Context: an optimization exercise on an open-source flow, tuned for small area, a short achievable clock period and few clock cycles. The choices shown serve that exercise and are no tape-out recipe. In this exercise RTL edits were held to simulation tests only and were not proved equivalent to the original. Power and IR drop assume default switching activity.

==> flow/design.v <==
module tcpu_apply (
    input  wire        clk,
    input  wire        rst,           
    input  wire        start,         
    input  wire [31:0] plen,          
    input  wire [24:0] tlen,          
    output wire        busy,
    output reg         done,          
    output wire [3:0]  result,
    output wire [3:0]  sub,
    output wire [31:0] errinfo,
    output wire [1:0]  pst,
    output reg  [31:0] psc,
    output wire [31:0] applied,
    output wire        src_re,
    output wire [29:0] src_addr,      
    input  wire [31:0] src_rdata,     
    output wire        tgt_we,
    output wire [22:0] tgt_addr,      
    output wire [3:0]  tgt_be,
    output wire [31:0] tgt_wdata
);
    localparam [39:0] PATCH_MAGIC = 40'h5041544348;  
    localparam [23:0] EOF_MARK    = 24'h454F46;      
    localparam [2:0] S_IDLE  = 3'd0,
                     S_HDR   = 3'd1,    
                     S_REC   = 3'd2,    
                     S_RUN   = 3'd3,    
                     S_LIT   = 3'd4,    
                     S_RLE   = 3'd5,    
                     S_SKIP  = 3'd6;    
    localparam [1:0] OC_NONE = 2'd0,    
                     OC_OK   = 2'd1,    
                     OC_CORR = 2'd2,    
                     OC_WF   = 2'd3;    
    reg [2:0]  state;
    reg [1:0]  oc;
    reg [2:0]  subc;
    reg [29:0] apc;           
    reg [31:0] av;            
    reg        q0v;           
    reg [31:0] q0;
    reg [22:0] wa;            
    reg [1:0]  lstart;        
    reg [15:0] nrem;          
    reg        lastr;         
    reg [7:0]  fill;
    reg [3:0]  tmask;         
    reg [1:0]  rot;           
    reg        rwrap;         
    assign busy    = state != S_IDLE;
    assign result  = {1'b0, oc[1], 1'b0, oc[1] & oc[0]};
    assign sub     = {1'b0, subc};
    assign pst     = {oc == OC_CORR, oc == OC_OK};
    assign applied = {2'd0, apc};
    assign errinfo = (oc == OC_CORR) ? psc :
                     (oc == OC_WF)   ? {7'd0, wa, lstart} : {2'd0, apc};
    wire [31:0] hi    = rwrap ? q0 : src_rdata;
    wire [63:0] win   = {hi, q0} >> {rot, 3'b000};
    wire [7:0]  b0 = win[7:0], b1 = win[15:8], b2 = win[23:16],
                b3 = win[31:24], b4 = win[39:32];
    wire [23:0] f_off  = {b0, b1, b2};
    wire [15:0] f_size = {b3, b4};
    wire [15:0] f_run  = {b0, b1};
    wire        av_hi0  = ~|av[31:17];
    wire        av_hi2  = av_hi0 && ~|av[16:3];
    wire        av0     = av_hi2 && ~|av[2:0];
    wire        av_lt3  = av_hi2 && !av[2] && !(av[1] && av[0]);
    wire        av_lt5  = av_hi2 && !(av[2] && (av[1] || av[0]));
    wire        c6r     = av_hi0 && !av[16] && (av[15:0] < nrem);
    wire        skip   = state == S_SKIP;
    wire [3:0]  lane_ge = 4'b1111 << lstart;
    reg  [3:0]  lane_lt;      
    always @(*) begin
        case ({!lastr || nrem[2], nrem[1:0]})
            3'b000: lane_lt = 4'b0000;
            3'b001: lane_lt = 4'b0001 << lstart;
            3'b010: lane_lt = 4'b0011 << lstart;
            3'b011: lane_lt = 4'b0111 << lstart;
            default: lane_lt = 4'b1111;
        endcase
    end
    wire [3:0]  inrange = lane_ge & lane_lt;
    wire [3:0]  badl    = inrange & ~tmask;
    wire        wfail   = |badl;
    wire [1:0]  fail_lane = badl[0] ? 2'd0 : badl[1] ? 2'd1 : badl[2] ? 2'd2 : 2'd3;
    wire [2:0]  room  = skip ? 3'd4 : 3'd4 - {1'b0, lstart};
    wire        last  = lastr;
    wire [2:0]  k     = last ? nrem[2:0] : room;
    wire [3:0]  room4 = {1'b0, room} + 4'd4;
    wire        last_nx = (nrem[15:4] == 12'd0) && (nrem[3:0] <= room4);
    wire        lpop  = ({1'b0, psc[1:0]} + k) >= 3'd4;
    wire        lit_go = (state == S_LIT) && q0v && !c6r;
    wire        rle_go = (state == S_RLE);
    wire [22:0] wa_nx  = (state == S_REC) ? {1'b0, f_off[23:2]} : wa + 23'd1;
    wire [22:0] tw     = tlen[24:2];
    reg  [3:0]  tmask_nx;
    always @(*) begin
        if (wa_nx < tw)
            tmask_nx = 4'b1111;
        else if (wa_nx == tw)
            tmask_nx = (4'b0001 << tlen[1:0]) - 4'd1;
        else
            tmask_nx = 4'b0000;
    end
    reg [2:0] inc;
    always @(*) begin
        inc = 3'd0;
        case (state)
            S_HDR:  if (q0v && !av_lt5) inc = 3'd5;
            S_REC:  if (q0v && !av_lt3) inc = av_lt5 ? 3'd3 : 3'd5;
            S_RUN:  if (q0v && !av_lt3) inc = 3'd3;
            S_LIT:  if (q0v && !c6r) inc = k;
            S_SKIP: inc = k;
            default: inc = 3'd0;
        endcase
    end
    wire [1:0]  p5     = psc[1:0] + 2'd1;      
    wire [28:0] pinc   = psc[31:3] + 29'd1;
    wire [3:0]  plo    = {1'b0, psc[2:0]} + {1'b0, inc};
    wire [3:0]  p3lo   = {1'b0, psc[2:0]} + 4'd3;
    wire        eofx   = (state == S_REC) && q0v && !av_lt3 && (f_off == EOF_MARK);
    wire [3:0]  pnlo   = eofx ? p3lo : plo;
    wire [31:0] psc_nx = {pnlo[3] ? pinc : psc[31:3], pnlo[2:0]};
    wire [28:0] adec   = av[31:3] - 29'd1;
    reg [2:0] ainc;
    always @(*) begin
        ainc = 3'd0;
        case (state)
            S_HDR:  if (q0v) ainc = 3'd5;
            S_REC:  if (q0v) ainc = 3'd5;
            S_RUN:  if (q0v) ainc = 3'd3;
            S_LIT:  if (q0v) ainc = k;
            S_SKIP: ainc = k;
            default: ainc = 3'd0;
        endcase
    end
    wire [3:0]  alo    = {1'b0, av[2:0]} - {1'b0, ainc};
    wire [31:0] av_nx  = {alo[3] ? adec : av[31:3], alo[2:0]};
    reg [1:0] pop;
    always @(*) begin
        case (state)
            S_HDR:   pop = 2'd1;
            S_REC:   pop = (psc[1:0] == 2'd3) ? 2'd2 : 2'd1;
            S_RUN:   pop = (psc[1:0] != 2'd0) ? 2'd1 : 2'd0;
            S_LIT:   pop = lpop ? 2'd1 : 2'd0;
            default: pop = 2'd0;
        endcase
        if (!q0v) pop = 2'd0;
    end
    assign src_re    = !busy || !q0v || (pop != 2'd0);
    assign src_addr  = !busy ? 30'd0 :
                       {(q0v || psc[2]) ? pinc : psc[31:3], ~(q0v ^ psc[2])};
    wire [3:0]  be_c     = (lit_go || rle_go) ? (inrange & tmask) : 4'b0000;
    assign tgt_addr  = wa;
    assign tgt_be    = be_c;
    assign tgt_we    = |be_c;
    assign tgt_wdata = rle_go ? {4{fill}} : win[31:0];
    task finish;
        input [1:0] c;
        input [2:0] s;
        begin
            oc    <= c;
            subc  <= s;
            done  <= 1'b1;
            state <= S_IDLE;
        end
    endtask
    always @(posedge clk) begin
        if (rst) begin
            state <= S_IDLE;
            done  <= 1'b0;
            oc    <= OC_NONE;
            subc  <= 3'd0;
            psc   <= 32'd0;
            apc   <= 30'd0;
            q0v   <= 1'b0;
        end else begin
            done <= 1'b0;
            psc  <= psc_nx;
            av   <= av_nx;
            if (!(state == S_LIT && !q0v)) begin
                rot   <= plo[1:0];
                rwrap <= 1'b0;
            end
            if (busy) begin
                if (!q0v) begin
                    q0  <= src_rdata;
                    q0v <= 1'b1;
                end else if (pop == 2'd1) begin
                    q0  <= src_rdata;
                end else if (pop == 2'd2) begin
                    q0v <= 1'b0;
                end
            end
            case (state)
            S_IDLE: begin
                if (start) begin
                    psc    <= 32'd0;
                    av     <= plen;
                    apc    <= 30'd0;
                    q0v    <= 1'b0;
                    lstart <= 2'd0;
                    rot    <= 2'd0;
                    rwrap  <= 1'b0;
                    state  <= S_HDR;
                end
            end
            S_HDR: if (q0v) begin
                if (av_lt5)
                    finish(OC_CORR, 3'd1);
                else if ({b0, b1, b2, b3, b4} != PATCH_MAGIC)
                    finish(OC_CORR, 3'd2);
                else
                    state <= S_REC;
            end
            S_REC: if (q0v) begin
                wa     <= wa_nx;
                tmask  <= tmask_nx;
                lstart <= f_off[1:0];
                nrem   <= f_size;
                lastr  <= {14'd0, f_size} <= 16'd4 - {14'd0, f_off[1:0]};
                if (av0)
                    finish(OC_OK, 3'd1);
                else if (av_lt3)
                    finish(OC_CORR, 3'd3);
                else if (f_off == EOF_MARK)
                    finish(OC_OK, 3'd0);
                else if (av_lt5)
                    finish(OC_CORR, 3'd4);
                else if (f_size == 16'd0)
                    state <= S_RUN;
                else
                    state <= S_LIT;    
                if (f_size != 16'd0) begin
                    rot   <= p5 - f_off[1:0];
                    rwrap <= p5 < f_off[1:0];
                end
            end
            S_RUN: if (q0v) begin
                nrem <= f_run;
                lastr <= {14'd0, f_run} <= 16'd4 - {14'd0, lstart};
                fill <= b2;
                if (av_lt3)
                    finish(OC_CORR, 3'd5);
                else
                    state <= S_RLE;
            end
            S_LIT, S_RLE: if (state == S_LIT && c6r) begin
                finish(OC_CORR, 3'd6);
            end else if (state == S_RLE || q0v) begin
                nrem  <= nrem - {13'd0, k};
                lastr <= last_nx;
                if (wfail) begin
                    lstart <= fail_lane;
                    state  <= S_SKIP;
                    if (!(state == S_LIT && !last)) begin
                        nrem  <= 16'd0;
                        lastr <= 1'b1;
                    end
                end else begin
                    wa     <= wa_nx;
                    tmask  <= tmask_nx;
                    lstart <= 2'd0;
                    if (last) begin
                        apc   <= apc + 30'd1;
                        state <= S_REC;
                    end
                end
            end
            S_SKIP: begin
                nrem  <= nrem - {13'd0, k};
                lastr <= last_nx;
                if (last)
                    finish(OC_WF, 3'd0);
            end
            default: state <= S_IDLE;
            endcase
        end
    end
endmodule
clock: 8.0 ns
lec_check: 0
cap_margin: 20
core_margin: 2
core_utilization: 60
setup_slack_margin: 3.8
slew_margin: 20
standard.sh (not shown) runs the stock make flow with config.mk's settings and CLKGATE_MAP_FILE= SYNTH_SCRIPT=/design/flow/synth_recipe.tcl, a recipe that flattens the netlist after the stock synthesis.
==> flow/flow/run.sh <==
#!/bin/bash
# The standard layout (standard.sh: ORFS from synthesis to finish), except that each
# port gets the smallest plain buffer, sky130_fd_sc_hd__buf_1, where buffer_ports would
# otherwise pick the delay cell clkdlybuf4s50_1. Every port is still buffered, and the
# timing repair that follows may resize these buffers as it does any other cell.
set -euo pipefail
export BUFFER_PORTS_ARGS="-buffer_cell sky130_fd_sc_hd__buf_1"
bash standard.sh > standard.log 2>&1
The first run completed without violations.
Testbench counts at the start, summed over its fixed seeds: cycles 37,175.
==> next run, changes <==
Settings changed: CORE_UTILIZATION 60 to 70, SETUP_SLACK_MARGIN 3.8 to 3.5.
Result:
- final area is lower by 6.7%
- combinational power went down by 11%
- routed wire length is lower by 7.9%
- power falls by 5.8%
- cell count shrinks by 5.0%
- clock power goes up by 3.2%
- global-route usage climbs by 3.3 points
==> next run, changes <==
Settings changed: CORE_UTILIZATION 70 to 60, SETUP_SLACK_MARGIN 3.5 to 3.
Effect:
- The new run finished with timing, DRC and antenna clean
- routed wire length drops by a few percent
- via count drops by a few percent
- core utilization drops by 14 points
- worst setup slack gets worse by 350 ps
- sequential share of layout area climbs by 0.76 points
- hold slack gets better by 3.8 ps
- sequential power barely changes
- die area climbs by about a fifth
- cell area drops by a few percent
- power drops by a few percent
==> next run, changes <==
Settings changed: SETUP_SLACK_MARGIN 3 to 3.5.
What happened: The new run completed with no timing, DRC or antenna violations; die area does not change; non-clock buffer count rose by 33; via count rose by 0.96%; maximum frequency rose by 7.7%; final cell count rose by 1.4%; synthesized cell count does not change; combinational power rose by 8.6%; register-to-register slack improves by 580 ps.
==> next run, changes <==
Settings changed: SETUP_SLACK_MARGIN 3.5 to 3.3.
Result: The new run produced a clean layout; total power went down by 3.4%; worst setup slack is worse by 130 ps; routed wire length went down by 1.8%.

## re-timing with driven ports
The results above use ideal ports. As a check the final layouts listed here were re-extracted and re-timed, cells and wires unchanged. Step 1 assumes that a clkbuf_16 drives the clock port and a buf_2 every other input. Step 2 moves the port delays by t, midway between the first and last clock arrival at a register: inputs arrive t later, outputs are due t later. That takes back most of the time a late clock gives input paths. a / b / c = ideal ports / drivers / drivers and shift; a / b = the first two.
| run | t, ns | setup WS [ns] | slew at the worst register clock pin (ns) | worst slew at a driven data input, ns |
|---|---|---|---|---|
| the first run | 0.502 | 3.463 / 3.421 / 3.063 | 0.08 / 0.08 | 0.08 |
| the second run | 0.494 | 3.480 / 3.435 / 3.158 | 0.08 / 0.08 | 0.06 |
| the third run | 0.495 | 3.133 / 3.112 / 2.962 | 0.08 / 0.08 | 0.07 |
| the fourth run | 0.497 | 3.481 / 3.430 / 3.124 | 0.09 / 0.09 | 0.06 |
| the fifth run | 0.495 | 3.351 / 3.330 / 3.192 | 0.08 / 0.08 | 0.06 |
After both steps setup and hold are still met in every run listed. The setup slack of the first run, which loses most, moves by -0.042 ns with the drivers and by -0.400 ns with both steps.
